Source: an optimization exercise on an open RTL-to-GDS flow (aim: small area, a short achievable clock period and few clock cycles). Production flows keep margins and buffers that such runs may drop.
At most, simulation tests tie the RTL to the original design; equivalence was not proved.
No functional check of the RTL was part of run 2.
No activity file was given, so power comes from the tool's default toggle rates.

==> flow/design.v (outline; a module is shown in full before it is edited, if it fits) <==
// module gefd: 772 lines
// module sq_a: 741 lines
// module sq_d: 753 lines
module gefd (
    input  wire        clk,
    input  wire        rst,
    input  wire        in_valid,
    input  wire [2:0]  in_kind,
    input  wire [3:0]  in_addr,
    input  wire [32:0] in_data,
    output wire        in_ready,
    output reg         tx_valid,
    output wire [7:0]  tx_data,
    output reg         err_valid,
    output reg  [2:0]  err_code,
    output reg  [15:0] err_info,
    output reg         cell_valid,
    output reg  [31:0] cell_data,
    output reg         frame_valid,
    output reg         frame_occ,
    output reg         frame_mot,
    output reg  [31:0] frame_cnt,
    output reg  [15:0] frame_n,
    output reg         trig_valid,
    output reg  [31:0] trig_cnt
);
  // ...
==> flow/flow/run.sh <==
#!/bin/bash
# The standard layout (standard.sh, every ORFS step unchanged) with two changes:
#  - the port buffers that placement inserts are sky130_fd_sc_hd__buf_4 cells
#    (BUFFER_PORTS_ARGS) instead of the default choice;
#  - after the placement resizing step, the flip-flops that drive output-port buffers are
#    swapped to the strongest drive of their cell (flow/upsize_out.tcl); the standard
#    detailed placement that follows legalizes them.
# Each tool's full output goes to a log file here; ORFS keeps per-step logs in orfs/logs/.
set -euo pipefail
export BUFFER_PORTS_ARGS="-buffer_cell sky130_fd_sc_hd__buf_4"
RES="$PWD/orfs/results/${FLOW_PLATFORM}/gefd/base"
bash standard.sh "$RES/3_4_place_resized.odb" > flow_make_place.log 2>&1
UPSZ_ODB="$RES/3_4_place_resized.odb" openroad -no_init -exit flow/upsize_out.tcl > upsize_out.log 2>&1
bash standard.sh > flow_make.log 2>&1
==> flow/flow/upsize_out.tcl <==
# Upsize the flip-flops that drive the output ports' buffers to the strongest drive of the
# same cell (sky130_fd_sc_hd__dfxtp_1/2 -> dfxtp_4); detailed placement legalizes them next.
set odb_file $::env(UPSZ_ODB)
read_db $odb_file
set db [ord::get_db]
set block [ord::get_db_block]
set strong [$db findMaster sky130_fd_sc_hd__dfxtp_4]
set n 0
foreach bterm [$block getBTerms] {
  if {[$bterm getIoType] ne "OUTPUT"} { continue }
  set net [$bterm getNet]
  if {$net eq "NULL"} { continue }
  set buf ""
  foreach it [$net getITerms] { if {[$it isOutputSignal]} { set buf [$it getInst] } }
  if {$buf eq ""} { continue }
  foreach it [$buf getITerms] {
    if {![$it isInputSignal]} { continue }
    set n2 [$it getNet]
    if {$n2 eq "NULL"} { continue }
    foreach jt [$n2 getITerms] {
      if {![$jt isOutputSignal]} { continue }
      set ff [$jt getInst]
      set m [[$ff getMaster] getName]
      if {$m eq "sky130_fd_sc_hd__dfxtp_1" || $m eq "sky130_fd_sc_hd__dfxtp_2"} {
        $ff swapMaster $strong
        incr n
      }
    }
  }
}
puts "upsized $n output flip-flops"
write_db $odb_file
==> flow/standard.sh <==
#!/bin/bash
# synth_recipe.tcl (not shown) runs the flow's synth.tcl, then flattens the netlist and writes it again
# the make line also repeats each setting of config.mk as NAME=value (left out here)
make -C /OpenROAD-flow-scripts/flow DESIGN_CONFIG=/design/flow/config.mk WORK_HOME=/design/flow/orfs CLKGATE_MAP_FILE= SYNTH_SCRIPT=/design/flow/synth_recipe.tcl "${@:-finish}"
==> flow/config.mk <==
export PLATFORM = sky130hd
export DESIGN_NAME = gefd
export DESIGN_NICKNAME = gefd
export VERILOG_FILES = /design/flow/design.v
export SDC_FILE = /design/flow/constraint.sdc
export NUM_CORES = 8
export LEC_CHECK = 0
export CAP_MARGIN = 20
export CORE_MARGIN = 2
export CORE_UTILIZATION = 55
export CTS_BUF_LIST = sky130_fd_sc_hd__clkbuf_16
export CTS_CLUSTER_DIAMETER = 100
export CTS_CLUSTER_SIZE = 24
export SLEW_MARGIN = 20
==> flow/constraint.sdc <==
create_clock -name core_clock -period 18.0 [get_ports {clk}]
set_input_delay 3.6000 -clock core_clock [delete_from_list [all_inputs] [get_ports {clk}]]
set_output_delay 3.6000 -clock core_clock [all_outputs]
set_load 0.01 [all_outputs]
==> qor.yml, run 1 <==
outcome:
  status: "failed layout checks"
  violatedChecks: "antenna violations"
place:
  port_buffers: 184
yosys:
  synth-compound-area-share: 0.07814
  synth_most_common_cell: "dfxtp_1"
  synth_top_area_cell: "dfxtp_1"
  synthAdderAreaFrac: 0.06384
layout:
  register_area_um2: 150300
  n_antenna_cell: 19
  multi_input_area_um2: 59580
  multiInputCombCellCount: 7601
  fillers: 30400
  bufAreaShareNonClock: 0.01497
  nNonClkBuffers: 444
clock_network:
  cts_tree: "built"
  clock_sinks: 6815
routing:
  avgViaCountPerCell: 5.688
  ant_nets: 1
  initialDrtViolationCount: 13000
  wl_per_cell_um: 26.09
  met1_length_mm: 232.7
power:
  ir_worst_vdd_uv: 138.7
  power.group.top: "sequential cells"
worst_setup_path:
  cp-endpoint: "w_lc"
  end_kind: "flip-flop"
timing:
  period_share: 0.3350
  worst_pin_slew_ns: 1.257
floorplanning:
  fp.dieH_um: 627.9
  die_area_um2: 394300
global_routing:
  met1_usage: 0.3787
  use_met3: 0.05193
  grt_pass1_vias: 120500
Testbench counts, summed over its fixed seeds: cycles 57,975.
==> module gefd, before the edit <==
module gefd (
    input  wire        clk,
    input  wire        rst,
    input  wire        in_valid,
    input  wire [2:0]  in_kind,
    input  wire [3:0]  in_addr,
    input  wire [32:0] in_data,
    output wire        in_ready,
    output reg         tx_valid,
    output wire [7:0]  tx_data,
    output reg         err_valid,
    output reg  [2:0]  err_code,
    output reg  [15:0] err_info,
    output reg         cell_valid,
    output reg  [31:0] cell_data,
    output reg         frame_valid,
    output reg         frame_occ,
    output reg         frame_mot,
    output reg  [31:0] frame_cnt,
    output reg  [15:0] frame_n,
    output reg         trig_valid,
    output reg  [31:0] trig_cnt
);
    localparam [7:0] MARKER = 8'h2A;
    localparam [2:0] K_RX = 3'd0, K_CFG = 3'd1, K_START = 3'd2, K_STOP = 3'd3, K_LINK = 3'd4;
    localparam [1:0] RS_IDLE = 2'd0, RS_RUN = 2'd1, RS_STOPPED = 2'd2, RS_HALTED = 2'd3;
    localparam [2:0] PH_HUNT = 3'd0, PH_CONFIRM = 3'd1, PH_THERM = 3'd2, PH_ARRAY = 3'd3,
                     PH_CSUM = 3'd4;
    reg        in_rdy;
    assign in_ready = in_rdy;
    reg        rst_r;       
    always @(posedge clk) rst_r <= rst;
    reg        e_v;
    reg [2:0]  e_k;
    reg [3:0]  e_a;
    reg [32:0] e_d;
    always @(posedge clk) begin
        e_v <= in_valid & in_rdy & ~rst;
        e_k <= in_kind;
        e_a <= in_addr;
        e_d <= in_data;
    end
    wire [7:0] b = e_d[7:0];
    reg [1:0]  rs;
    reg [2:0]  phase;
    reg [7:0]  scancnt;
    reg [6:0]  fidx;
    reg        confok;
    reg [7:0]  csumacc;
    reg [31:0] pktcnt;
    reg [15:0] scnt;        
    reg        first;       
    reg        prevvalid, occ, mot;
    reg [15:0] cfg_n;
    reg [31:0] cfg_e0, cfg_e1, cfg_e2, cfg_e3;    
    reg [31:0] lim;         
    reg        lim_en;      
    reg        tx_s, tx_t0, tx_t1;    
    reg [31:0] fcnt;                  
    assign tx_data   = {1'b0, 1'b1, 1'b0, 1'b1, tx_s, 1'b0, tx_t1, tx_t0};
    always @(posedge clk) begin
        frame_occ <= occ;
        frame_mot <= mot;
        frame_n   <= cfg_n;
        trig_cnt  <= pktcnt;
    end
    reg [7:0]   trv;
    reg [255:0] trc;
    reg [2:0]   tph;
    reg [2047:0] srv;
    reg [2047:0] prv;
    reg [5:0]    ph;
    reg [1023:0] abv;       
    reg [5:0]    wb;
    reg [63:0]   rp_oh;     
    reg        pend;
    reg        eb;                  
    reg        p1_rd, p1_ins, p1_ins_first, p1_emit, p1_first, p1_last;
    reg [5:0]  p1c;
    reg [15:0] f_reg;
    reg        s1, s1_first, s1_last, s2, s2_first, s2_last, s3_last;
    reg signed [37:0] tsum;
    reg [15:0] ya, yd;
    reg        sa, sd;
    reg        any_big;
    reg        a_big, d_big;    
    reg [75:0] as_, ac_, ds_, dc_;
    reg [75:0] racc;
    reg        mot_en, mot_ex, occ_en, occ_ex;
    reg        cm_done_flag, fin_flag;    
    reg        fv_fin, fv_out;            
    reg        sl_act, sl_d, sl_grab;
    reg [4:0]  sl_t;
    reg [6:0]  sl_g;
    reg        ff_act, ne_small;
    reg        np_act, np_go;    
    reg        q_go;             
    reg [1:0]  np_i;
    reg [3:0]  ff;
    reg        q_act;
    reg [3:0]  q_pc;
    reg [2:0]  q_sub;
    reg        sm_busy, sm_prime, sm_done, q_small;
    reg [4:0]  sm_cnt;
    reg [36:0] sm_m;
    reg [37:0] sm_pl;
    reg [39:0] sm_ph;
    reg        cm_act;
    reg [5:0]  cmc;
    reg        ob_pend, ob_act;
    reg [6:0]  oc;
    reg        tg_act, tg_hit;
    reg [2:0]  tgc;
    wire [31:0] sr63 = srv[2047:2016];
    wire [31:0] sr0  = srv[31:0];
    wire [31:0] pr63 = prv[2047:2016];
    wire [31:0] pr0  = prv[31:0];
    wire [31:0] f_ext = {{16{f_reg[15]}}, f_reg};
    wire [31:0] a_new = (p1_first ? 32'd0 : sr63) + f_ext;
    wire [31:0] sr_in = p1_ins ? a_new : sr63;
    wire [31:0] pr_in = cm_act ? sr63 : pr63;
    always @(posedge clk) begin
        srv <= {srv[2015:0], sr_in};
        prv <= {prv[2015:0], pr_in};
    end
    wire        sm_go;      
    reg  [37:0] q_xr;       
    wire [37:0] sm_x;
    wire        smx_s = sm_x[37];
    wire [36:0] smx_y = sm_x[36:0] ^ {37{smx_s}};
    function [40:0] booth_add(input [2:0] dg, input [36:0] m);
        case (dg)
        3'b001, 3'b010: booth_add = {1'b0, 3'b000, m};
        3'b011:         booth_add = {1'b0, 2'b00, m, 1'b0};
        3'b100:         booth_add = {1'b1, ~{2'b00, m, 1'b0}};
        3'b101, 3'b110: booth_add = {1'b1, ~{3'b000, m}};
        default:        booth_add = 41'd0;
        endcase
    endfunction
    reg  [39:0] sm_ad;      
    reg         sm_ng;      
    wire [39:0] sm_sum = sm_ph + sm_ad + {39'd0, sm_ng};
    wire [75:0] sm_p   = {sm_ph[37:0], sm_pl};
    always @(posedge clk) begin
        if (np_go) begin                      
            sm_m    <= {21'd0, cfg_n};
            sm_pl   <= {22'd0, ne_e};
            sm_ph   <= 40'd0;
        end else if (sm_go) begin             
            sm_m    <= smx_y;
            sm_pl   <= {1'b0, smx_y};
            sm_ph   <= smx_s ? {2'b00, smx_y, 1'b1} : 40'd0;
        end else if (sm_prime) begin
            {sm_ng, sm_ad} <= booth_add({sm_pl[1:0], 1'b0}, sm_m);
        end else if (sm_busy) begin
            sm_ph  <= {{2{sm_sum[39]}}, sm_sum[39:2]};
            sm_pl  <= {sm_sum[1:0], sm_pl[37:2]};
            {sm_ng, sm_ad} <= booth_add({sm_pl[3:2], sm_pl[1]}, sm_m);
        end
    end
    always @(posedge clk) begin
        if (rst) begin
            sm_busy  <= 1'b0;
            sm_prime <= 1'b0;
            sm_done  <= 1'b0;
            sm_cnt   <= 5'd0;
        end else begin
            sm_done  <= 1'b0;
            sm_prime <= sm_go;
            if (sm_prime) begin
                sm_busy <= 1'b1;
                sm_cnt  <= 5'd0;
            end else if (sm_busy) begin
                sm_cnt <= sm_cnt + 5'd1;
                if (sm_cnt == 5'd18) begin
                    sm_busy <= 1'b0;
                    sm_done <= 1'b1;
                end
            end
        end
    end
    reg         a_clr, d_clr, wb_a, wb_d;    
    wire [75:0] a_ns, a_nc, d_ns, d_nc;
    sq_a u_sqa (.y(ya), .s(sa), .ps(a_clr ? 76'd0 : as_), .pc(a_clr ? 76'd0 : ac_),
                .ns(a_ns), .nc(a_nc));
    sq_d u_sqd (.y(yd), .s(sd), .ps(d_clr ? 76'd0 : ds_), .pc(d_clr ? 76'd0 : dc_),
                .ns(d_ns), .nc(d_nc));
    reg         w_sela, w_cin;
    reg  [1:0]  w_x3;       
    reg  [1:0]  w_r;        
    reg  [1:0]  q_w;        
    reg  [1:0]  w2_r;       
    reg         w2_wba, w2_wbd;
    reg  [37:0] w_l;        
    reg         w_lc;       
    reg  [37:0] w_sh, w_ch;
    reg  [75:0] w_x3v;
    always @(*) begin
        case (w_x3)
        2'd1:    w_x3v = racc;
        2'd2:    w_x3v = sm_p;
        2'd3:    w_x3v = {sm_p[69:0], 6'd0};
        default: w_x3v = 76'd0;
        endcase
    end
    wire [75:0] w_x1 = w_sela ? as_ : ds_;
    wire [75:0] w_x2 = w_sela ? ac_ : dc_;
    wire [75:0] w_fs = w_x1 ^ w_x2 ^ w_x3v;
    wire [75:0] w_fc = (w_x1 & w_x2) | (w_x1 & w_x3v) | (w_x2 & w_x3v);
    wire [75:0] w_cr = {w_fc[74:0], w_cin};
    wire [38:0] w_lo = {1'b0, w_fs[37:0]} + {1'b0, w_cr[37:0]};
    always @(posedge clk) begin
        w_l  <= w_lo[37:0];
        w_lc <= w_lo[38];
        w_sh <= w_fs[75:38];
        w_ch <= w_cr[75:38];
    end
    wire [37:0] w_hi  = w_sh + w_ch + {37'd0, w_lc};
    wire [75:0] w_out = {w_hi, w_l};
    always @(posedge clk) begin
        as_ <= w2_wba ? w_out : a_ns;
        ac_ <= w2_wba ? 76'd0 : a_nc;
        ds_ <= w2_wbd ? w_out : d_ns;
        dc_ <= w2_wbd ? 76'd0 : d_nc;
        if (w2_r == 2'd1) racc <= w_out;
        else if (w2_r == 2'd2) racc <= ~w_out;
    end
    reg [15:0] ne_e;
    always @(*) begin
        case (np_i)
        2'd0: ne_e = cfg_e0[15:0];
        2'd1: ne_e = cfg_e1[15:0];
        2'd2: ne_e = cfg_e2[15:0];
        default: ne_e = cfg_e3[15:0];
        endcase
    end
    reg        q_sq, q_unita;
    reg [37:0] q_x;
    always @(*) begin
        q_sq = 1'b0; q_unita = 1'b0; q_x = 38'd0;
        begin
            case (q_pc)
            4'd1:  begin q_sq = 1'b1; q_x = {6'd0, cfg_e2}; end
            4'd3:  begin q_sq = 1'b1; q_x = {6'd0, cfg_e3}; end
            4'd6:  begin q_sq = 1'b1; q_x = tsum; end
            4'd8:  begin q_sq = 1'b1; q_unita = 1'b1; q_x = {6'd0, cfg_e0}; end
            4'd10: begin q_sq = 1'b1; q_unita = 1'b1; q_x = {6'd0, cfg_e1}; end
            default: ;
            endcase
        end
    end
    reg         c_aclr, c_dclr, c_wba, c_wbd, c_sela, c_cin;
    reg  [1:0]  c_x3, c_r;
    always @(*) begin
        c_aclr = 1'b0; c_dclr = 1'b0; c_wba = 1'b0; c_wbd = 1'b0;
        c_sela = 1'b0; c_cin = 1'b0; c_x3 = 2'd0; c_r = 2'd0;
        if (s1_first) begin c_aclr = 1'b1; c_dclr = 1'b1; end
        if (s3_last && any_big) begin c_aclr = 1'b1; c_dclr = 1'b1; end
        if (sl_act && sm_done) begin
            c_sela = ~sl_d; c_x3 = sl_d ? 2'd2 : 2'd3;
            c_wba = ~sl_d; c_wbd = sl_d;
        end
        if (ff_act) begin
            case (ff)
            4'd0: begin c_sela = 1'b0; c_r = 2'd2; end                     
            4'd1: c_dclr = 1'b1;                                          
            4'd2: begin c_sela = 1'b0; c_x3 = 2'd1; c_cin = 1'b1; c_dclr = 1'b1; end   
            4'd3: begin c_sela = 1'b0; c_x3 = 2'd1; c_dclr = 1'b1; end     
            4'd4: begin c_sela = 1'b1; c_r = 2'd2; end                     
            4'd5: c_aclr = 1'b1;                                          
            4'd6: begin c_sela = 1'b0; c_x3 = 2'd1; c_r = 2'd1; end        
            4'd8: begin c_sela = 1'b1; c_x3 = 2'd1; c_cin = 1'b1; c_aclr = 1'b1; end   
            4'd9: begin c_sela = 1'b1; c_x3 = 2'd1; end                    
            default: ;
            endcase
        end
        if (q_act) begin
            if (q_sq) begin
                case (q_sub)
                3'd1: begin c_aclr = q_unita; c_dclr = ~q_unita; end
                3'd3: if (sm_done) begin
                    c_sela = q_unita; c_x3 = q_unita ? 2'd3 : 2'd2;
                    c_wba = q_unita; c_wbd = ~q_unita;
                end
                default: ;
                endcase
            end else if (q_w == 2'd0) begin
                begin
                    case (q_pc)
                    4'd0:  begin c_sela = 1'b0; c_r = 2'd2; end
                    4'd2:  begin c_sela = 1'b0; c_x3 = 2'd1; c_cin = 1'b1; end
                    4'd4:  begin c_sela = 1'b0; c_x3 = 2'd1; end
                    4'd5:  begin c_sela = 1'b1; c_r = 2'd2; end
                    4'd7:  begin c_sela = 1'b0; c_x3 = 2'd1; c_r = 2'd1; end
                    4'd9:  begin c_sela = 1'b1; c_x3 = 2'd1; c_cin = 1'b1; end
                    4'd11: begin c_sela = 1'b1; c_x3 = 2'd1; end
                    default: ;
                    endcase
                end
            end
        end
    end
    always @(posedge clk) begin
        if (rst) begin
            a_clr <= 1'b0; d_clr <= 1'b0; wb_a <= 1'b0; wb_d <= 1'b0;
            w_sela <= 1'b0; w_cin <= 1'b0; w_x3 <= 2'd0; w_r <= 2'd0;
            w2_r <= 2'd0; w2_wba <= 1'b0; w2_wbd <= 1'b0;
        end else begin
            a_clr <= c_aclr; d_clr <= c_dclr; wb_a <= c_wba; wb_d <= c_wbd;
            w_sela <= c_sela; w_cin <= c_cin; w_x3 <= c_x3; w_r <= c_r;
            w2_r <= w_r; w2_wba <= wb_a; w2_wbd <= wb_d;
        end
    end
    wire ev_rx  = e_v && e_k == K_RX && rs == RS_RUN;
    wire legal  = (cfg_n != 16'd0) && (cfg_e1[15:0] <= cfg_e0[15:0]) &&
                  (cfg_e3[15:0] <= cfg_e2[15:0]);
    wire [5:0] wa = wb + fidx[6:1];
    wire [5:0] rstart = ph + 6'd2 + wb;
    wire [2:0] tw = e_a[2:0] + tph + 3'd1;    
    wire tr_wr = e_v && e_k == K_CFG && rs == RS_IDLE && e_a[3];
    wire csum_ok = ev_rx && phase == PH_CSUM && b == csumacc && pktcnt != 32'hFFFF_FFFF;
    wire p1_go = (csum_ok || pend) && !eb;
    wire emit_now = (scnt == 16'd1);
    wire        s1a_s = sr0[31];
    wire [31:0] s1a_y = sr0 ^ {32{s1a_s}};
    wire [32:0] s1_d  = {sr0[31], sr0} - {pr0[31], pr0};
    wire        s1d_s = s1_d[32];
    wire [32:0] s1d_y = s1_d ^ {33{s1d_s}};
    integer k;
    always @(posedge clk) begin
        tx_s <= (e_k != K_START);
        case (e_k)
        K_START: err_code <= 3'd4;
        K_LINK:  err_code <= 3'd3;
        default: err_code <= (phase == PH_CSUM) ? ((b == csumacc) ? 3'd5 : 3'd2) : 3'd1;
        endcase
        if (e_k == K_LINK)
            err_info <= {15'd0, e_d[0]};
        else if (phase == PH_CSUM && b != csumacc)
            err_info <= {b, csumacc};
        else if (phase == PH_CONFIRM && fidx[0])
            err_info <= 16'd1;
        else
            err_info <= 16'd0;
        frame_cnt <= fcnt;
    end
    wire q_sq_load = q_act && q_sq && q_sub == 3'd0;
    wire q_sq_sub1 = q_act && q_sq && q_sub == 3'd1;
    wire [36:0] t_y = tsum[36:0] ^ {37{tsum[37]}};
    wire        t_small = (t_y[36:16] == 21'd0);
    assign sm_x  = q_xr;
    wire        qxr_s = q_xr[37];
    wire [36:0] qxr_y = q_xr[36:0] ^ {37{qxr_s}};
    wire        qxr_small = (qxr_y[36:16] == 21'd0);
    assign sm_go = sl_grab || np_go || q_go;
    always @(posedge clk) begin
        ya <= 16'd0; sa <= 1'b0;
        yd <= 16'd0; sd <= 1'b0;
        if (s1) begin
            ya   <= s1a_y[15:0]; sa <= s1a_s;
            yd   <= s1d_y[15:0]; sd <= s1d_s;
            tsum <= (s1_first ? 38'sd0 : tsum) + {{6{sr0[31]}}, sr0};
        end
        if (ff_act) begin
            case (ff)
            4'd1: begin yd <= cfg_e2[15:0]; sd <= 1'b0; end
            4'd2: begin yd <= cfg_e3[15:0]; sd <= 1'b0; end
            4'd3: begin yd <= t_y[15:0]; sd <= tsum[37]; end
            4'd5: begin ya <= cfg_e0[15:0]; sa <= 1'b0; end
            4'd8: begin ya <= cfg_e1[15:0]; sa <= 1'b0; end
            default: ;
            endcase
        end
        if (sl_act && sl_t == 5'd0)
            q_xr <= sl_d ? {{5{s1_d[32]}}, s1_d} : {{6{sr0[31]}}, sr0};
        else
            q_xr <= q_x;
        if (q_sq_sub1) begin
            if (qxr_small) begin
                if (q_unita) begin ya <= qxr_y[15:0]; sa <= qxr_s; end
                else         begin yd <= qxr_y[15:0]; sd <= qxr_s; end
            end
            q_small <= qxr_small;
        end
        if ((q_act && !q_sq && q_w == 2'd2 && q_pc == 4'd12) || (ff_act && ff == 4'd12))
            fcnt <= pktcnt;
        case (oc[2:0])
        3'd0: cell_data <= srv[32*1  +: 32];
        3'd1: cell_data <= srv[32*3  +: 32];
        3'd2: cell_data <= srv[32*5  +: 32];
        3'd3: cell_data <= srv[32*7  +: 32];
        3'd4: cell_data <= srv[32*9  +: 32];
        3'd5: cell_data <= srv[32*11 +: 32];
        3'd6: cell_data <= srv[32*13 +: 32];
        default: cell_data <= srv[32*15 +: 32];
        endcase
    end
    reg [15:0] f_rd;
    integer kr, kw;
    always @(*) begin
        f_rd = 16'd0;
        for (kr = 0; kr < 64; kr = kr + 1)
            f_rd = f_rd | (abv[16*kr +: 16] & {16{rp_oh[kr]}});
    end
    always @(posedge clk) begin
        if (ev_rx && phase == PH_ARRAY) begin
            for (kw = 0; kw < 64; kw = kw + 1)
                if (wa == kw) begin
                    if (fidx[0]) abv[16*kw+8 +: 8] <= b;
                    else         abv[16*kw   +: 8] <= b;
                end
        end
        f_reg <= f_rd;
        rp_oh <= p1_go ? (64'd1 << rstart) : {rp_oh[62:0], rp_oh[63]};
    end
    always @(posedge clk) begin
        for (k = 0; k < 8; k = k + 1) begin
            if (tr_wr && tw == k)
                trc[32*k +: 32] <= e_d[31:0];
            else
                trc[32*k +: 32] <= trc[32*((k + 7) % 8) +: 32];
        end
    end
    task iter_end;
        begin
            phase   <= PH_HUNT;
            fidx    <= 7'd0;
            scancnt <= 8'd0;
            confok  <= 1'b0;
            if (lim_en) begin
                lim <= lim - 32'd1;
                if (lim == 32'd1) begin
                    tx_valid <= 1'b1;
                    rs       <= RS_STOPPED;
                end
            end
        end
    endtask
    task raise_err(input [2:0] code, input [15:0] info);
        begin
            err_valid <= 1'b1;     
        end
    endtask
    always @(posedge clk) begin
        begin
            tx_valid    <= 1'b0;
            err_valid   <= 1'b0;
            cell_valid  <= 1'b0;
            frame_valid <= 1'b0;
            trig_valid  <= 1'b0;
            ph  <= ph + 6'd1;
            tph <= tph + 3'd1;
            tx_t0 <= (e_k == K_START);
            tx_t1 <= (e_k == K_START);
            np_go <= 1'b0;
            p1c <= p1c + 6'd1;
            for (k = 0; k < 8; k = k + 1) begin
                if (tr_wr && tw == k) trv[k] <= e_d[32];
                else                  trv[k] <= trv[(k + 7) % 8];
            end
            if (e_v) begin
                case (e_k)
                K_RX: if (rs == RS_RUN) begin
                    case (phase)
                    PH_HUNT: begin
                        if (scancnt == 8'd133) begin
                            raise_err(3'd1, 16'd0);
                            iter_end;
                        end else begin
                            scancnt <= scancnt + 8'd1;
                            if (b == MARKER) begin
                                phase <= PH_CONFIRM;
                                fidx  <= 7'd0;
                            end
                        end
                    end
                    PH_CONFIRM: begin
                        if (fidx == 7'd0) begin
                            if (scancnt == 8'd133) begin
                                raise_err(3'd1, 16'd0);
                                iter_end;
                            end else begin
                                scancnt <= scancnt + 8'd1;
                                confok  <= (b == MARKER);
                                fidx    <= 7'd1;
                            end
                        end else begin
                            scancnt <= scancnt + 8'd1;
                            if (confok && b == MARKER) begin
                                phase   <= PH_THERM;
                                fidx    <= 7'd0;
                                csumacc <= 8'd0;
                            end else begin
                                raise_err(3'd1, 16'd1);
                                iter_end;
                            end
                        end
                    end
                    PH_THERM: begin
                        csumacc <= csumacc + b;
                        if (fidx == 7'd0) fidx <= 7'd1;
                        else begin
                            phase <= PH_ARRAY;
                            fidx  <= 7'd0;
                        end
                    end
                    PH_ARRAY: begin
                        csumacc <= csumacc + b;
                        if (fidx == 7'd127) begin
                            phase <= PH_CSUM;
                            fidx  <= 7'd0;
                        end else
                            fidx <= fidx + 7'd1;
                    end
                    default: begin
                        if (b == csumacc) begin
                            if (pktcnt == 32'hFFFF_FFFF) begin
                                raise_err(3'd5, 16'd0);
                                tx_valid <= 1'b1;
                                rs <= RS_HALTED;
                            end else begin
                                if (eb) begin
                                    pend   <= 1'b1;
                                    in_rdy <= 1'b0;
                                end
                                iter_end;
                            end
                        end else begin
                            raise_err(3'd2, {b, csumacc});
                            iter_end;
                        end
                    end
                    endcase
                end
                K_CFG: if (rs == RS_IDLE) begin
                    case (e_a)
                    4'd0: begin cfg_n <= e_d[15:0]; scnt <= e_d[15:0]; end
                    4'd1: cfg_e0 <= {16'd0, e_d[15:0]};
                    4'd2: cfg_e1 <= {16'd0, e_d[15:0]};
                    4'd3: cfg_e2 <= {16'd0, e_d[15:0]};
                    4'd4: cfg_e3 <= {16'd0, e_d[15:0]};
                    4'd5: begin lim <= e_d[31:0]; lim_en <= (e_d[31:0] != 32'd0); end
                    default: ;
                    endcase
                end
                K_START: if (rs == RS_IDLE) begin
                    if (legal) begin
                        tx_valid <= 1'b1;
                        rs <= RS_RUN;
                        np_act <= 1'b1; np_go <= 1'b1; np_i <= 2'd0;
                    end else
                        raise_err(3'd4, 16'd0);
                end
                K_STOP: if (rs == RS_RUN) begin
                    tx_valid <= 1'b1;
                    rs <= RS_STOPPED;
                end
                K_LINK: if (rs == RS_RUN) begin
                    raise_err(3'd3, {15'd0, e_d[0]});
                    if (e_d[0]) begin
                        tx_valid <= 1'b1;
                    end
                    rs <= RS_HALTED;
                end
                default: ;
                endcase
            end
            if (p1_go) begin
                pend   <= 1'b0;
                in_rdy <= 1'b1;
                pktcnt <= pktcnt + 32'd1;
                if (emit_now) begin
                    scnt  <= cfg_n;
                    first <= 1'b1;
                    eb    <= 1'b1;
                    cm_done_flag <= 1'b0;
                    fin_flag     <= 1'b0;
                end else begin
                    scnt  <= scnt - 16'd1;
                    first <= 1'b0;
                end
                p1_rd    <= 1'b1;
                p1c      <= 6'd0;
                p1_emit  <= emit_now;
                p1_first <= first;
                wb       <= rstart;
                tg_act   <= 1'b1;
                tg_hit   <= 1'b0;
                tgc      <= 3'd0;
            end
            if (tg_act) begin
                tgc <= tgc + 3'd1;
                if (trv[7] && trc[255:224] == pktcnt) tg_hit <= 1'b1;
                if (tgc == 3'd7) begin
                    tg_act <= 1'b0;
                    trig_valid <= tg_hit || (trv[7] && trc[255:224] == pktcnt);
                end
            end
            if (p1_rd && p1c == 6'd63) p1_rd <= 1'b0;
            p1_ins       <= p1_rd;
            p1_ins_first <= p1_rd && p1c == 6'd0;
            p1_last      <= p1_rd && p1c == 6'd63;
            s1       <= p1_ins && p1_emit;
            s1_first <= p1_ins && p1_emit && p1_ins_first;
            s1_last  <= p1_ins && p1_emit && p1_last;
            s2       <= s1;
            s2_first <= s1_first;
            s2_last  <= s1_last;
            s3_last  <= s2_last;
            a_big <= s1 && (s1a_y[31:16] != 16'd0);
            d_big <= s1 && prevvalid && (s1d_y[32:16] != 17'd0);
            if (s2) any_big <= (s2_first ? 1'b0 : any_big) | a_big | d_big;
            if (s3_last) begin
                if (any_big) begin
                    sl_act <= 1'b1; sl_d <= 1'b0;
                    sl_t <= 5'd31; sl_g <= 7'd0;
                end else begin
                    cm_act <= 1'b1; cmc <= 6'd0;
                    if (ne_small && t_small) begin
                        ff_act <= 1'b1; ff <= 4'd0;
                    end else begin
                        q_act <= 1'b1; q_pc <= 4'd0; q_sub <= 3'd0; q_w <= 2'd0;
                    end
                end
            end
            q_go  <= q_act && q_sq && q_sub == 3'd1 && !qxr_small;
            if (np_act) begin
                if (sm_done) begin
                    case (np_i)
                    2'd0: cfg_e0 <= sm_p[31:0];
                    2'd1: cfg_e1 <= sm_p[31:0];
                    2'd2: cfg_e2 <= sm_p[31:0];
                    default: cfg_e3 <= sm_p[31:0];
                    endcase
                    np_i  <= np_i + 2'd1;
                    if (np_i == 2'd3) np_act <= 1'b0;
                    else              np_go  <= 1'b1;
                end
            end
            ne_small <= (cfg_e0[31:16] == 16'd0) && (cfg_e1[31:16] == 16'd0) &&
                        (cfg_e2[31:16] == 16'd0) && (cfg_e3[31:16] == 16'd0);
            if (ff_act) begin
                ff <= ff + 4'd1;
                case (ff)
                4'd4:  mot_en <= w_out[75];
                4'd5:  mot_ex <= ~w_out[75];
                4'd10: occ_en <= w_out[75];
                4'd11: occ_ex <= ~w_out[75];
                4'd12: begin
                    ff_act <= 1'b0;
                    occ <= occ_en ? 1'b1 : (occ_ex ? 1'b0 : occ);
                    if (prevvalid)
                        mot <= mot_en ? ((occ_en | (!occ_ex & occ)) ? 1'b1 : mot)
                                      : (mot_ex ? 1'b0 : mot);
                    prevvalid <= 1'b1;
                    fin_flag  <= 1'b1;
                    fv_fin    <= 1'b1;
                end
                default: ;
                endcase
            end
            if (sl_act) begin
                sl_t <= (sl_t == 5'd24) ? 5'd0 : sl_t + 5'd1;
                if (sl_t == 5'd0 && sl_g != 7'd64)
                    sl_g  <= sl_g + 7'd1;
                sl_grab <= (sl_t == 5'd0 && sl_g != 7'd64);
                if (sl_t == 5'd24 && sl_g == 7'd64) begin
                    if (!sl_d && prevvalid) begin
                        sl_d <= 1'b1; sl_g <= 7'd0; sl_t <= 5'd0;
                    end else begin
                        sl_act <= 1'b0;
                        cm_act <= 1'b1; cmc <= 6'd0;
                        q_act <= 1'b1; q_pc <= 4'd0; q_sub <= 3'd0; q_w <= 2'd0;
                    end
                end
            end
            if (q_act) begin
                if (q_sq) begin
                    case (q_sub)
                    3'd0: q_sub <= 3'd1;
                    3'd1: q_sub <= 3'd2;
                    3'd2: begin
                        if (q_small) begin
                            q_sub <= 3'd0; q_pc <= q_pc + 4'd1;
                        end else
                            q_sub <= 3'd3;
                    end
                    3'd3: if (sm_done) q_sub <= 3'd4;
                    3'd4: q_sub <= 3'd5;
                    default: begin q_sub <= 3'd0; q_pc <= q_pc + 4'd1; end
                    endcase
                end else if (q_w != 2'd2) begin
                    q_w <= q_w + 2'd1;
                end else begin
                    q_w  <= 2'd0;
                    q_pc <= q_pc + 4'd1;
                    case (q_pc)
                    4'd2:  mot_en <= w_out[75];
                    4'd4:  mot_ex <= ~w_out[75];
                    4'd9:  occ_en <= w_out[75];
                    4'd11: occ_ex <= ~w_out[75];
                    4'd12: begin
                        q_act <= 1'b0;
                        occ <= occ_en ? 1'b1 : (occ_ex ? 1'b0 : occ);
                        if (prevvalid)
                            mot <= mot_en ? ((occ_en | (!occ_ex & occ)) ? 1'b1 : mot)
                                          : (mot_ex ? 1'b0 : mot);
                        prevvalid <= 1'b1;
                        fin_flag  <= 1'b1;
                        fv_fin    <= 1'b1;
                    end
                    default: ;
                    endcase
                end
            end
            if (cm_act) begin
                cmc <= cmc + 6'd1;
                cm_done_flag <= 1'b1;
                if (cmc == 6'd63) cm_act <= 1'b0;
            end
            if (eb && cm_done_flag && fin_flag) eb <= 1'b0;
            if (p1_ins && p1_ins_first && p1_emit) ob_pend <= 1'b1;
            if ((ob_pend || (p1_ins && p1_ins_first && p1_emit)) && ph == 6'd0) begin
                ob_act  <= 1'b1;
                ob_pend <= 1'b0;
                oc      <= 7'd0;
            end
            if (ob_act) begin
                oc <= oc + 7'd1;
                if (oc >= 7'd8) cell_valid <= 1'b1;
                if (oc == 7'd71) begin
                    ob_act <= 1'b0;
                    fv_out <= 1'b1;
                end
            end
            if (fv_fin && fv_out) begin
                frame_valid <= 1'b1;
                fv_fin      <= 1'b0;
                fv_out      <= 1'b0;
            end
        end
        if (rst_r) begin
            in_rdy <= 1'b1;
            rs <= RS_IDLE; phase <= PH_HUNT; scancnt <= 8'd0;
            pktcnt <= 32'd0;
            scnt <= 16'd1; first <= 1'b1;
            prevvalid <= 1'b0; occ <= 1'b0; mot <= 1'b0;
            cfg_n <= 16'd1; cfg_e0 <= 32'd30; cfg_e1 <= 32'd25; cfg_e2 <= 32'd20; cfg_e3 <= 32'd13;
            lim_en <= 1'b0;
            tx_t0 <= 1'b1; tx_t1 <= 1'b0;
            trv <= 8'd0; tph <= 3'd0; ph <= 6'd0;
        end
        if (rst) begin
            tx_valid <= 1'b0;
            err_valid <= 1'b0;
            cell_valid <= 1'b0;
            frame_valid <= 1'b0;
            trig_valid <= 1'b0;
            pend <= 1'b0; eb <= 1'b0;
            p1_rd <= 1'b0; p1_ins <= 1'b0; p1_ins_first <= 1'b0; p1_emit <= 1'b0; p1_first <= 1'b0;
            p1_last <= 1'b0;
            s1 <= 1'b0; s1_first <= 1'b0; s1_last <= 1'b0;
            s2 <= 1'b0; s2_first <= 1'b0; s2_last <= 1'b0; s3_last <= 1'b0;
            fv_fin <= 1'b0; fv_out <= 1'b0;
            sl_act <= 1'b0; sl_grab <= 1'b0; ff_act <= 1'b0;
            q_act <= 1'b0;
            np_act <= 1'b0; np_go <= 1'b0; q_go <= 1'b0;
            cm_act <= 1'b0; ob_pend <= 1'b0; ob_act <= 1'b0;
            tg_act <= 1'b0;
        end
    end
endmodule
==> run 2: changes to the inputs <==
--- a/flow/design.v
+++ b/flow/design.v
@@ -191,9 +191,7 @@
     reg  [1:0]  q_w;        
     reg  [1:0]  w2_r;       
     reg         w2_wba, w2_wbd;
-    reg  [37:0] w_l;        
-    reg         w_lc;       
-    reg  [37:0] w_sh, w_ch;
+    reg  [75:0] w_s, w_c;   
     reg  [75:0] w_x3v;
     always @(*) begin
         case (w_x3)
@@ -207,16 +205,11 @@
     wire [75:0] w_x2 = w_sela ? ac_ : dc_;
     wire [75:0] w_fs = w_x1 ^ w_x2 ^ w_x3v;
     wire [75:0] w_fc = (w_x1 & w_x2) | (w_x1 & w_x3v) | (w_x2 & w_x3v);
-    wire [75:0] w_cr = {w_fc[74:0], w_cin};
-    wire [38:0] w_lo = {1'b0, w_fs[37:0]} + {1'b0, w_cr[37:0]};
     always @(posedge clk) begin
-        w_l  <= w_lo[37:0];
-        w_lc <= w_lo[38];
-        w_sh <= w_fs[75:38];
-        w_ch <= w_cr[75:38];
+        w_s <= w_fs;
+        w_c <= {w_fc[74:0], w_cin};
     end
-    wire [37:0] w_hi  = w_sh + w_ch + {37'd0, w_lc};
-    wire [75:0] w_out = {w_hi, w_l};
+    wire [75:0] w_out = w_s + w_c;
     always @(posedge clk) begin
         as_ <= w2_wba ? w_out : a_ns;
         ac_ <= w2_wba ? 76'd0 : a_nc;
--- a/flow/config.mk
+++ b/flow/config.mk
@@ -7,7 +7,7 @@
 export LEC_CHECK = 0
 export CAP_MARGIN = 20
 export CORE_MARGIN = 2
-export CORE_UTILIZATION = 55
+export CORE_UTILIZATION = 60
 export CTS_BUF_LIST = sky130_fd_sc_hd__clkbuf_16
 export CTS_CLUSTER_DIAMETER = 100
 export CTS_CLUSTER_SIZE = 24
==> run 2 against run 1 <==
Now clean on timing, DRC and antenna. Worst hold slack worse by 0.0073 ns. Sequential share of layout area barely moved. First-iteration DRC count decreased by 0.32%. Critical path depth shrank 3. Non-clock buffer count down 22. Combinational power shrank 34%. Final area rose by 0.47%. Critical path type unchanged. Largest power group unchanged. Highest routed layer unchanged.
==> qor.yml, run 2 <==
timing:
  clock.fmax_mhz: 194.1  # was 165.9 MHz
  fin_crit_ns: 5.151  # was 6.029 ns
  grt_setup_unrepaired: "no"  # unchanged
  worst_pin_slew_ns: 1.309  # was 1.257 ns
  hold_viol_final: 0  # unchanged
  relSlewSlack: 0.1271  # was 0.1611
  period_share: 0.2862  # was 0.3350
  finClkSkew_ns: 0.07422  # was 0.07181 ns
  drv_slew: 0  # unchanged
  setup_violations: 0  # unchanged
  setup_tns_ns: 0  # unchanged
worst_setup_path:
  path_cells: "ha_1, nor4_1, and3_1, nand2_1, or3_1, nor2_1, a21oi_1, or2_4, inv_2, and3_1, nor2b_1, nand3_1, xor2_1, nor2_1"  # was nor2b_4, buf_4, a22o_1, ha_1, ha_1, fa_1, a21o_1, a21oi_1, o21ai_0, a2111oi_0, nor2_1, a41oi_2, o21ai_1, a41o_1, a41o_1, o41ai_2, o21ai_0
  slowest_stage: "dfxtp_4"  # was a2111oi_0
  critPathTopFamily: "simple AND/OR/NAND/NOR gates"  # was compound AO/OA/AOI/OAI gates
  path_buf_inv: 1  # unchanged
  end_kind: "flip-flop"  # unchanged
  path_class: "flip-flop to flip-flop"  # unchanged
  rrSetupSlack_ns: 12.85  # was 11.97 ns
  worstPathMaxFanout: 65  # was 26
  arrival_ns: 5.98  # was 6.85 ns
  cp-start-kind: "flip-flop"  # unchanged
  cp.required_ns: 18.83  # was 18.82 ns
  max_stage_delay_ns: 0.87  # was 0.79 ns
floorplanning:
  die_area_um2: 365000  # was 394300 µm²
  initial_utilization: 0.6025  # was 0.5515
  ioPinCount: 190  # unchanged
  die_x_um: 604.1  # was 627.9 µm
  rows: 220  # was 229
  fp.dieH_um: 604.1  # was 627.9 µm
  core-area_um2: 358700  # was 388200 µm²
global_routing:
  grt_pass1_wl_mm: 809.1  # was 809.7 mm
  grt_use_total: 0.3000  # was 0.2745
  antenna_found_initial: 48  # was 50
  grt_pass1_vias: 121200  # was 120.5k
  grt_max_degree: 107  # was 190
  overflow: 0  # unchanged
clock_network:
  ctsResizeCount: 0  # unchanged
  clock_latency_ns: 0.97  # was 0.98 ns
  clock_sinks: 6852  # was 6815
  post-cts-setup-buffer-count: 0  # unchanged
  cts_hold_buffers: 0  # unchanged
  cts_tree: "built"  # unchanged
  path_clk_slew_ns: 0.10  # was 0.11 ns
  clockBufferDepth: 4  # unchanged
  numCtsBuffers: 328  # unchanged
  htreeDepth: 5  # unchanged
  cts-root-buf: "clkbuf_16"  # unchanged
job:
  cap_violations: 0  # unchanged
yosys:
  synthTopCellsByArea: "dfxtp_1, edfxtp_1, fa_1, mux2_2, ha_1"  # unchanged
  ys_top_cells_by_count: "dfxtp_1, edfxtp_1, nor2_1"  # unchanged
  postSynthCellCount: 15930  # was 15.79k
  yosysSeqAreaShare: 0.6960  # was 0.6990
  ys_async_sr_fraction: 0  # unchanged
  synth_ff_type: "dfxtp_1"  # unchanged
  syn_area_um2: 216100  # was 214100 µm²
  yosys_warnings: 1  # unchanged
  syn_avg_cell_area_um2: 13.57  # was 13.56 µm²
  synth-edff-count: 1322  # unchanged
  synth_most_common_cell: "dfxtp_1"  # unchanged
  ys_ff_latch: 6852  # was 6815
  synth_top_area_cell: "dfxtp_1"  # unchanged
  synth.distinct_cells: 116  # was 95
  synth_top_area_share: 0.5123  # was 0.5136
routing:
  ant_nets: 0  # was 1
  wl_mm: 555.5  # was 552.1 mm
  avgViaCountPerCell: 5.854  # was 5.688
  wl_per_cell_um: 26.66  # was 26.09 µm
  initialDrtViolationCount: 12960  # was 13.00k
  vias: 122000  # was 120.4k
  drc: 0  # unchanged
  first_pass_iters: 9  # was 8
layout:
  top_regs: "prv: 2048 flops, srv: 2048 flops, abv: 1024 flops"  # unchanged
  layout_common_cells: "dfxtp_1, edfxtp_1, nor2_1"  # was dfxtp_1, edfxtp_1, nand2_1
  final_common_cell: "dfxtp_1"  # unchanged
  area_delta_synth_final_pct: 7.688  # was 8.174%
  instances_no_fill: 20830  # was 21.16k
  num-nets-final: 16820  # was 16.72k
  layout-drive-gt1-share: 0.1137  # was 0.1130
  finalCoreUtilization: 0.6488  # was 0.5966
  fin_area_um2: 232700  # was 231600 µm²
power:
  leakagePower_uw: 0.09152  # was 0.09077 µW
  ir_worst_vdd_uv: 89.82  # was 138.7 µV
  power_density_nw_per_um2: 106.3  # was 108.2 nW/µm²
place:
  gp_congestion: 0.9862  # was 0.9588
  port_buffers: 184  # unchanged
  dpl.cell_count: 20350  # was 20.67k
  placed_cell_area_um2: 223200  # was 222000 µm²
  dp_hpwl_mm: 371.6  # was 367.9 mm
min_path:
  hp-class: "flip-flop to flip-flop"  # unchanged
outcome:
  status: "finished clean"  # was failed layout checks
## run 2: cell count changes after synthesis, moves of 17 or more
cell,delta
a22oi_1,-17
a21o_1,+17
a211oi_1,+24
a311oi_1,-50
inv_1,-22
a22o_1,+28
nand2_1,-79
xnor2_1,+28
a21oi_1,+41
dfxtp_1,+37
a222oi_1,-27
mux2i_1,+66
xor2_1,-18
and3_1,-19
## run 2: worst reg2reg max path: stages, from the launching register on
cell and delay (ns):
dfxtp_4 0.87, ha_1 0.44, nor4_1 0.26, and3_1 0.30, nand2_1 0.14, or3_1 0.40
nor2_1 0.15, a21oi_1 0.11, or2_4 0.51, inv_2 0.58, and3_1 0.60, nor2b_1 0.33
nand3_1 0.14, xor2_1 0.17, nor2_1 0.06
## run 2: cell type report
cell class	instances	area [µm²]
clock inverter	135	1039
multi-input combinational	7700	60840
tap	4773	5972
inverter	603	2263
fill	25980	126000
antenna	17	42.54
timing repair buffer	422	3197
clock buffer	332	8308
sequential	6852	151000
## run 2: per-stage QoR
| step | power (µW) | setup WS [ns] | hold WS, ns |
|---|---|---|---|
| CTS | 24870 | 12.84 | 0.2506 |
| global placement | 16930 | 12.42 | 0.3095 |
| detailed placement | 16940 | 12.43 | 0.3121 |
| global route | 25470 | 12.64 | 0.2610 |
| finish | 24740 | 12.85 | 0.2813 |
| floorplan | 16650 | 12.31 | 0.3096 |
## run 2: final timing paths
kind,from,endpoint,cells past startpoint
min,srv[974],srv[1006],0
min reg2reg,srv[974],srv[1006],0
max reg2reg,e_d[5],pktcnt[21],14
max,e_d[5],pktcnt[21],14
## run 2: logic make-up (layout without fill, tap and decap cells)
| kind of cell | count (synthesis) | in the layout | share of synthesized area |
|---|---|---|---|
| mux | 847 | 847 | 0.04303 |
| other cells | 2 | 22 | 0.00003475 |
| compound gates | 2363 | 2363 | 0.07963 |
| buf+inv | 1376 | 1492 | 0.02420 |
| fa+ha+maj | 867 | 867 | 0.06312 |
| simple gates | 3084 | 3084 | 0.07222 |
| flops | 6852 | 6852 | 0.6960 |
| xor+xnor | 534 | 534 | 0.02174 |
## run 2: metal layers
layer	wire length (µm)	global-route usage
met5	106	0
met3	48120	0.05393
met1	232000	0.4147
met4	26940	0.1290
met2	248400	0.4669
## run 2: power breakdown
part	total, µW	switching, µW	internal (µW)
combinational	629	358	271
clock	8120	4710	3420
sequential	16000	285	15700
==> run 3: changes to the inputs <==
--- a/flow/design.v
+++ b/flow/design.v
@@ -57,6 +57,7 @@
     reg        lim_en;      
     reg        tx_s, tx_t0, tx_t1;    
     reg [31:0] fcnt;                  
+    reg        pkt_max;               
     assign tx_data   = {1'b0, 1'b1, 1'b0, 1'b1, tx_s, 1'b0, tx_t1, tx_t0};
     always @(posedge clk) begin
         frame_occ <= occ;
@@ -311,7 +312,7 @@
     wire [5:0] rstart = ph + 6'd2 + wb;
     wire [2:0] tw = e_a[2:0] + tph + 3'd1;    
     wire tr_wr = e_v && e_k == K_CFG && rs == RS_IDLE && e_a[3];
-    wire csum_ok = ev_rx && phase == PH_CSUM && b == csumacc && pktcnt != 32'hFFFF_FFFF;
+    wire csum_ok = ev_rx && phase == PH_CSUM && b == csumacc && !pkt_max;
     wire p1_go = (csum_ok || pend) && !eb;
     wire emit_now = (scnt == 16'd1);
     wire        s1a_s = sr0[31];
@@ -336,6 +337,7 @@
         else
             err_info <= 16'd0;
         frame_cnt <= fcnt;
+        pkt_max   <= (pktcnt == 32'hFFFF_FFFF);
     end
     wire q_sq_load = q_act && q_sq && q_sub == 3'd0;
     wire q_sq_sub1 = q_act && q_sq && q_sub == 3'd1;
@@ -507,7 +509,7 @@
                     end
                     default: begin
                         if (b == csumacc) begin
-                            if (pktcnt == 32'hFFFF_FFFF) begin
+                            if (pkt_max) begin
                                 raise_err(3'd5, 16'd0);
                                 tx_valid <= 1'b1;
                                 rs <= RS_HALTED;
--- a/flow/config.mk
+++ b/flow/config.mk
@@ -7,7 +7,7 @@
 export LEC_CHECK = 0
 export CAP_MARGIN = 20
 export CORE_MARGIN = 2
-export CORE_UTILIZATION = 60
+export CORE_UTILIZATION = 55
 export CTS_BUF_LIST = sky130_fd_sc_hd__clkbuf_16
 export CTS_CLUSTER_DIAMETER = 100
 export CTS_CLUSTER_SIZE = 24
==> run 3 against run 2 <==
Critical path depth is 13 lower. Clock power hardly changed. Utilization is 5.4 points lower. Still clean. Largest power group unchanged. Fmax up 0.80%. Final area up 0.14%. Die area grew 9.0%. Worst hold slack better by 0.0067 ns. First-iteration DRC count shrank 1.5%. Synthesized area hardly changed. Global-route usage decreased by 3.7 points. Routed wire length is 4.3% lower. Non-clock buffer count increased by 7.
==> qor.yml, run 3 <==
outcome:
  status: "finished clean"  # unchanged
floorplanning:
  ioPinCount: 190  # unchanged
  initial_utilization: 0.5514  # was 0.6025
  rows: 230  # was 220
  die_x_um: 630.6  # was 604.1 µm
  core-area_um2: 391700  # was 358700 µm²
  fp.dieH_um: 630.6  # was 604.1 µm
  die_area_um2: 397700  # was 365000 µm²
power:
  leakagePower_uw: 0.09169  # was 0.09152 µW
  ir_worst_vdd_uv: 88.92  # was 89.82 µV
  power_density_nw_per_um2: 106.0  # was 106.3 nW/µm²
clock_network:
  clockBufferDepth: 4  # unchanged
  cts-root-buf: "clkbuf_16"  # unchanged
  path_clk_slew_ns: 0.10  # about the same
  htreeDepth: 5  # unchanged
  clock_latency_ns: 1.00  # was 0.97 ns
  numCtsBuffers: 329  # was 328
  clock_sinks: 6853  # was 6852
  cts_hold_buffers: 0  # unchanged
  cts_tree: "built"  # unchanged
  post-cts-setup-buffer-count: 0  # unchanged
  ctsResizeCount: 0  # unchanged
yosys:
  syn_area_um2: 216000  # was 216100 µm²
  synth_most_common_cell: "dfxtp_1"  # unchanged
  synth_top_area_share: 0.5127  # was 0.5123
  synth_ff_type: "dfxtp_1"  # unchanged
  synth.distinct_cells: 104  # was 116
  ys_top_cells_by_count: "dfxtp_1, edfxtp_1, nor2_1"  # unchanged
  yosysSeqAreaShare: 0.6965  # was 0.6960
  syn_avg_cell_area_um2: 13.47  # was 13.57 µm²
  synth-edff-count: 1322  # unchanged
  ys_ff_latch: 6853  # was 6852
  synth_top_area_cell: "dfxtp_1"  # unchanged
  ys_async_sr_fraction: 0  # unchanged
  postSynthCellCount: 16030  # was 15.93k
  yosys_warnings: 1  # unchanged
  synthTopCellsByArea: "dfxtp_1, edfxtp_1, mux2_2, fa_1, ha_1"  # was dfxtp_1, edfxtp_1, fa_1, mux2_2, ha_1
routing:
  wl_mm: 531.6  # was 555.5 mm
  ant_nets: 0  # unchanged
  wl_per_cell_um: 24.87  # was 26.66 µm
  vias: 119800  # was 122.0k
  drc: 0  # unchanged
  first_pass_iters: 7  # was 9
  initialDrtViolationCount: 12770  # was 12.96k
  avgViaCountPerCell: 5.604  # was 5.854
worst_setup_path:
  end_kind: "primary output"  # was flip-flop
  worstPathMaxFanout: 1  # was 65
  crit_cells: 1  # was 14
  cp.required_ns: 14.40  # was 18.83 ns
  r2r_end: "abv[985]"  # was pktcnt[21]
  rr_startpoint: "fidx[2]"  # was e_d[5]
  cp-start-kind: "flip-flop"  # unchanged
  max_stage_delay_ns: 0.39  # was 0.87 ns
  arrival_ns: 1.51  # was 5.98 ns
  ff2ff_path_depth: 8  # was 14
  path_buf_inv: 1  # unchanged
  cp-startpoint: "trig_valid"  # was e_d[5]
  rrSetupSlack_ns: 13.18  # was 12.85 ns
  path_cells: "buf_4"  # was ha_1, nor4_1, and3_1, nand2_1, or3_1, nor2_1, a21oi_1, or2_4, inv_2, and3_1, nor2b_1, nand3_1, xor2_1, nor2_1
  slowest_stage: "dfxtp_4"  # unchanged
  critPathTopFamily: "flip-flops"  # was simple AND/OR/NAND/NOR gates
  path_class: "flip-flop to primary output"  # was flip-flop to flip-flop
  cp-endpoint: "trig_valid"  # was pktcnt[21]
timing:
  hold_viol_final: 0  # unchanged
  clock.fmax_mhz: 195.7  # was 194.1 MHz
  drv_slew: 0  # unchanged
  period_share: 0.2839  # was 0.2862
  finalWorstSetupSlack_ns: 12.89  # was 12.85 ns
  setup_tns_ns: 0  # unchanged
  grt_setup_unrepaired: "no"  # unchanged
  finClkSkew_ns: 0.06891  # was 0.07422 ns
  worst_pin_slew_ns: 1.264  # was 1.309 ns
  fin_crit_ns: 5.110  # was 5.151 ns
  relSlewSlack: 0.1571  # was 0.1271
  setup_violations: 0  # unchanged
layout:
  instances_no_fill: 21370  # was 20.83k
  num-nets-final: 16910  # was 16.82k
  top_regs: "prv: 2048 flops, srv: 2048 flops, abv: 1024 flops"  # unchanged
  layout-drive-gt1-share: 0.1121  # was 0.1137
  area_delta_synth_final_pct: 7.903  # was 7.688%
  finalCoreUtilization: 0.5950  # was 0.6488
  layout_common_cells: "dfxtp_1, edfxtp_1, nor2_1"  # unchanged
  final_common_cell: "dfxtp_1"  # unchanged
place:
  gp_congestion: 0.9633  # was 0.9862
  dp_hpwl_mm: 354.6  # was 371.6 mm
  post-place-ws_ns: 12.92  # was 12.43 ns
  port_buffers: 184  # unchanged
  dpl.cell_count: 20890  # was 20.35k
global_routing:
  overflow: 0  # unchanged
  grt_max_degree: 128  # was 107
  grt_pass1_vias: 113500  # was 121.2k
  grt_use_total: 0.2628  # was 0.3000
  antenna_found_initial: 43  # was 48
  grt_pass1_wl_mm: 774.4  # was 809.1 mm
job:
  cap_violations: 0  # unchanged
min_path:
  hp-class: "flip-flop to flip-flop"  # unchanged
==> run 3: metal layers <==
layer / wire length, µm / vias up / track usage
li1: - / 55260 / -
met1: 232100 / 58880 / 0.3735
met2: 232500 / 4646 / 0.4038
met3: 43790 / 977 / 0.04575
met4: 23110 / 16 / 0.09876
met5: 99 / - / 0
==> run 3: per-stage QoR <==
step	total power [µW]	hold WS [ns]	cell area, µm²
6_report	24710	0.2879	233000
5_1_grt	25530	0.2652	233000
4_1_cts	24910	0.2622	232800
3_5_place_dp	16920	0.3121	223600
3_3_place_gp	16940	0.3096	223000
2_1_floorplan	16680	0.3096	216000
==> run 3: how the worst min path moves through the flow <==
| stage | from | end | slack [ns] | cells past startpoint |
|---|---|---|---|---|
| floorplan | prv[968] | prv[1000] | 0.31 | 0 |
| finish | srv[1387] | srv[1419] | 0.29 | 0 |
| global placement | srv[1386] | srv[1418] | 0.31 | 0 |
| CTS | srv[1387] | srv[1419] | 0.26 | 0 |
| detailed placement | prv[1025] | prv[1057] | 0.31 | 0 |
| global route | srv[1034] | srv[1066] | 0.27 | 0 |
==> run 3: layout make-up <==
cell class	instances	area, µm²
clock buffer	338	8458
inverter	599	2250
sequential	6853	151100
tap	5220	6531
multi-input combinational	7791	60530
fill	31020	158600
timing repair buffer	429	3289
clock inverter	118	830.8
antenna	25	62.56
==> run 3: logic make-up after synthesis <==
logic type | Yosys count | synth area share
compound gates | 2446 | 0.08042
xor+xnor | 514 | 0.02085
fa+ha+maj | 867 | 0.06316
buf+inv | 1387 | 0.02437
flops | 6853 | 0.6965
mux | 804 | 0.04120
other cells | 2 | 0.00003478
simple gates | 3155 | 0.07342
==> run 3: power breakdown <==
part	total [µW]	switching, µW	internal [µW]
sequential	15900	234	15700
combinational	634	360	275
clock	8130	4690	3440
total	24700	5280	19400
Testbench counts of run 3, summed over its fixed seeds: cycles 57,975.
==> run 4: changes to the inputs <==
==> flow/flow/run.sh (replaced) <==
#!/bin/bash
# The standard layout (standard.sh, every ORFS step unchanged) with two changes:
#  - the port buffers that placement inserts are sky130_fd_sc_hd__buf_4 cells
#    (BUFFER_PORTS_ARGS) instead of the default choice;
#  - after the placement resizing step, the flip-flops that drive output-port buffers are
#    swapped to the strongest drive of their cell and moved onto the buffer's spot
#    (flow/upsize_out.tcl); the standard
#    detailed placement that follows legalizes them.
# Each tool's full output goes to a log file here; ORFS keeps per-step logs in orfs/logs/.
set -euo pipefail
export BUFFER_PORTS_ARGS="-buffer_cell sky130_fd_sc_hd__buf_4"
export CTS_BUF_DISTANCE=300
RES="$PWD/orfs/results/${FLOW_PLATFORM}/gefd/base"
bash standard.sh "$RES/3_4_place_resized.odb" > flow_make_place.log 2>&1
UPSZ_ODB="$RES/3_4_place_resized.odb" openroad -no_init -exit flow/upsize_out.tcl > upsize_out.log 2>&1
bash standard.sh > flow_make.log 2>&1
==> flow/flow/upsize_out.tcl (replaced) <==
# For each output port: the flip-flop that drives the port's buffer is swapped to the strongest
# drive of its cell (sky130_fd_sc_hd__dfxtp_1/2 -> dfxtp_4) and moved onto the buffer's spot;
# the standard detailed placement that follows legalizes it next to the buffer.
set odb_file $::env(UPSZ_ODB)
read_db $odb_file
set db [ord::get_db]
set block [ord::get_db_block]
set strong [$db findMaster sky130_fd_sc_hd__dfxtp_4]
set n 0
set moved 0
foreach bterm [$block getBTerms] {
  if {[$bterm getIoType] ne "OUTPUT"} { continue }
  set net [$bterm getNet]
  if {$net eq "NULL"} { continue }
  set buf ""
  foreach it [$net getITerms] { if {[$it isOutputSignal]} { set buf [$it getInst] } }
  if {$buf eq ""} { continue }
  foreach it [$buf getITerms] {
    if {![$it isInputSignal]} { continue }
    set n2 [$it getNet]
    if {$n2 eq "NULL"} { continue }
    # only a flip-flop that drives nothing but this buffer
    if {[llength [$n2 getITerms]] != 2} { continue }
    foreach jt [$n2 getITerms] {
      if {![$jt isOutputSignal]} { continue }
      set ff [$jt getInst]
      set m [[$ff getMaster] getName]
      if {[string match "sky130_fd_sc_hd__*df*" $m]} {
        if {$m eq "sky130_fd_sc_hd__dfxtp_1" || $m eq "sky130_fd_sc_hd__dfxtp_2"} {
          $ff swapMaster $strong
          incr n
        }
        set loc [$buf getLocation]
        $ff setLocation [lindex $loc 0] [lindex $loc 1]
        incr moved
      }
    }
  }
}
puts "upsized $n and moved $moved output flip-flops"
write_db $odb_file
==> run 4 against run 3 <==
Critical path type unchanged. Critical endpoint is now in_ready. Still clean. Flip-flop and latch count is the same. Die area is the same. Fmax grew 0.37%. Register-to-register slack lost 0.03 ns.
==> qor.yml, run 4 <==
timing:
  setup_tns_ns: 0  # unchanged
  worst_pin_slew_ns: 1.272  # was 1.264 ns
  grt_setup_unrepaired: "no"  # unchanged
  hold_viol_final: 0  # unchanged
  period_share: 0.2828  # was 0.2839
  finClkSkew_ns: 0.08063  # was 0.06891 ns
  drv_slew: 0  # unchanged
  setup_violations: 0  # unchanged
  holdWs_ns: 0.3030  # was 0.2879 ns
  relSlewSlack: 0.1479  # was 0.1571
  clock.fmax_mhz: 196.4  # was 195.7 MHz
  fin_crit_ns: 5.091  # was 5.110 ns
yosys:
  synthTopCellsByArea: "dfxtp_1, edfxtp_1, mux2_2, fa_1, ha_1"  # unchanged
  ys_async_sr_fraction: 0  # unchanged
  synth_top_area_share: 0.5127  # unchanged
  yosysSeqAreaShare: 0.6965  # unchanged
  ys_ff_latch: 6853  # unchanged
  synth_top_area_cell: "dfxtp_1"  # unchanged
  postSynthCellCount: 16030  # unchanged
  synth-edff-count: 1322  # unchanged
  syn_avg_cell_area_um2: 13.47  # unchanged
  yosys_warnings: 1  # unchanged
  synth_ff_type: "dfxtp_1"  # unchanged
  syn_area_um2: 216000  # unchanged
  synth.distinct_cells: 104  # unchanged
  ys_top_cells_by_count: "dfxtp_1, edfxtp_1, nor2_1"  # unchanged
  synth_most_common_cell: "dfxtp_1"  # unchanged
routing:
  drc: 0  # unchanged
  avgViaCountPerCell: 5.591  # was 5.604
  vias: 119400  # was 119.8k
  wl_mm: 531.7  # was 531.6 mm
  initialDrtViolationCount: 12550  # was 12.77k
  first_pass_iters: 10  # was 7
  wl_per_cell_um: 24.89  # was 24.87 µm
  ant_nets: 0  # unchanged
floorplanning:
  ioPinCount: 190  # unchanged
  die_x_um: 630.6  # unchanged
  fp.dieH_um: 630.6  # unchanged
  initial_utilization: 0.5514  # unchanged
  die_area_um2: 397700  # unchanged
  rows: 230  # unchanged
  core-area_um2: 391700  # unchanged
clock_network:
  htreeDepth: 5  # unchanged
  clock_latency_ns: 1.00  # about the same
  post-cts-setup-buffer-count: 0  # unchanged
  path_clk_slew_ns: 0.10  # about the same
  clock_sinks: 6853  # unchanged
  cts_hold_buffers: 0  # unchanged
  cts_tree: "built"  # unchanged
  cts-root-buf: "clkbuf_16"  # unchanged
  clockBufferDepth: 4  # unchanged
  ctsResizeCount: 0  # unchanged
  numCtsBuffers: 329  # unchanged
power:
  leakagePower_uw: 0.09171  # was 0.09169 µW
  power.total_uw: 24710  # about the same
  ir_worst_vdd_uv: 89.61  # was 88.92 µV
  power_density_nw_per_um2: 106.0  # about the same
global_routing:
  grt_use_total: 0.2630  # was 0.2628
  grt_pass1_vias: 113600  # was 113.5k
  grt_pass1_wl_mm: 774.9  # was 774.4 mm
  antenna_found_initial: 38  # was 43
  overflow: 0  # unchanged
  grt_max_degree: 128  # unchanged
layout:
  final_common_cell: "dfxtp_1"  # unchanged
  layout-drive-gt1-share: 0.1121  # about the same
  top_regs: "prv: 2048 flops, srv: 2048 flops, abv: 1024 flops"  # unchanged
  num-nets-final: 16910  # about the same
  area_delta_synth_final_pct: 7.912  # was 7.903%
  layout_common_cells: "dfxtp_1, edfxtp_1, nor2_1"  # unchanged
  finalCoreUtilization: 0.5950  # about the same
place:
  dp_hpwl_mm: 355.0  # was 354.6 mm
  port_buffers: 184  # unchanged
  gp_congestion: 0.9633  # unchanged
worst_setup_path:
  cp-start-kind: "flip-flop"  # unchanged
  r2r_end: "pktcnt[26]"  # was abv[985]
  end_kind: "primary output"  # unchanged
  path_class: "flip-flop to primary output"  # unchanged
  path_buf_inv: 1  # unchanged
  arrival_ns: 1.49  # was 1.51 ns
  critPathTopFamily: "flip-flops"  # unchanged
  slowest_stage: "dfxtp_1"  # was dfxtp_4
  worstPathMaxFanout: 3  # was 1
  max_stage_delay_ns: 0.35  # was 0.39 ns
  rr_startpoint: "e_d[4]"  # was fidx[2]
  ff2ff_path_depth: 13  # was 8
  cp.required_ns: 14.40  # about the same
  path_cells: "buf_4"  # unchanged
  rrSetupSlack_ns: 13.15  # was 13.18 ns
job:
  cap_violations: 0  # unchanged
min_path:
  hold_end: "prv[652]"  # was srv[1419]
  holdPathStages: 0  # unchanged
  hp-start: "prv[620]"  # was srv[1387]
  hp-class: "flip-flop to flip-flop"  # unchanged
outcome:
  status: "finished clean"  # unchanged
==> run 4: cell counts after synthesis <==
No cell type changed its count.
==> run 4: cell families after synthesis <==
kind of cell / count (synthesis) / share of synthesized area
AO/OA/AOI/OAI: 2446 / 0.08042
buffers and inverters: 1387 / 0.02437
other: 2 / 0.00003478
adder cells (fa/ha/maj): 867 / 0.06316
multiplexers: 804 / 0.04120
flip-flops: 6853 / 0.6965
XOR/XNOR: 514 / 0.02085
AND/OR/NAND/NOR: 3155 / 0.07342
==> run 4: layout make-up <==
class	instances	area, µm²
antenna	14	35.03
clock buffer	336	8408
clock inverter	121	910.9
fill	31060	158600
inverter	599	2250
multi-input combinational	7791	60540
sequential	6853	151100
tap	5220	6531
timing repair buffer	430	3303
==> run 4: per-stage QoR <==
step	instance area, µm²	instances	setup WS, ns
final	233000	21360	12.91
after global placement	223000	20890	12.91
after CTS	232900	21340	12.80
after floorplan	216000	16030	13.22
after global routing	233000	21350	12.80
after detailed placement	223600	20890	12.89
==> run 4: layer usage <==
| metal | track usage | wire length (µm) |
|---|---|---|
| met1 | 0.3721 | 232500 |
| met2 | 0.4049 | 233200 |
| met3 | 0.05096 | 43860 |
| met4 | 0.09260 | 22130 |
| met5 | 0 | 103 |
==> run 4: worst max-delay path by stage <==
stage,start,end,slack [ns],cells after the start
final,in_rdy,in_ready,12.91,1
after global routing,e_d[4],pktcnt[26],12.80,13
after CTS,in_rdy,in_ready,12.80,1
after detailed placement,rst,cell_valid,12.89,3
after global placement,rst,s1_last,12.91,4
after floorplan,e_d[4],pktcnt[25],13.22,13
==> run 4: report_power, final <==
group          leakage (µW)  switching (µW)  internal [µW]
clock               0.00485            4700           3430
sequential           0.0567             233          15700
combinational        0.0302             358            274

## static timing again, ports no longer ideal
No port has a modelled driver above. Below, the same layouts with a new extraction and two added sets of constraints. Step 1: set_driving_cell puts a clkbuf_16 on clk and a buf_2 on each other input, an assumption about the parent block. Step 2 moves the port delays by t, midway between the first and last clock arrival at a register: inputs arrive t later, outputs are due t later. That takes back most of the time a late clock gives input paths. a / b / c = no drivers / after step 1 / after step 2; a / b = the first two.
run	t (ns)	slack for setup (ns)	worst slew at a driven data input, ns
run 1	1.056	11.971 / 11.971 / 11.971	0.10
run 2	1.056	12.849 / 12.784 / 12.327	0.21
run 3	1.081	12.890 / 12.771 / 12.890	0.06
run 4	1.074	12.909 / 12.789 / 12.828	0.06
The setup slack of run 2, which loses most, moves by -0.065 ns with the drivers and by -0.522 ns with both steps.
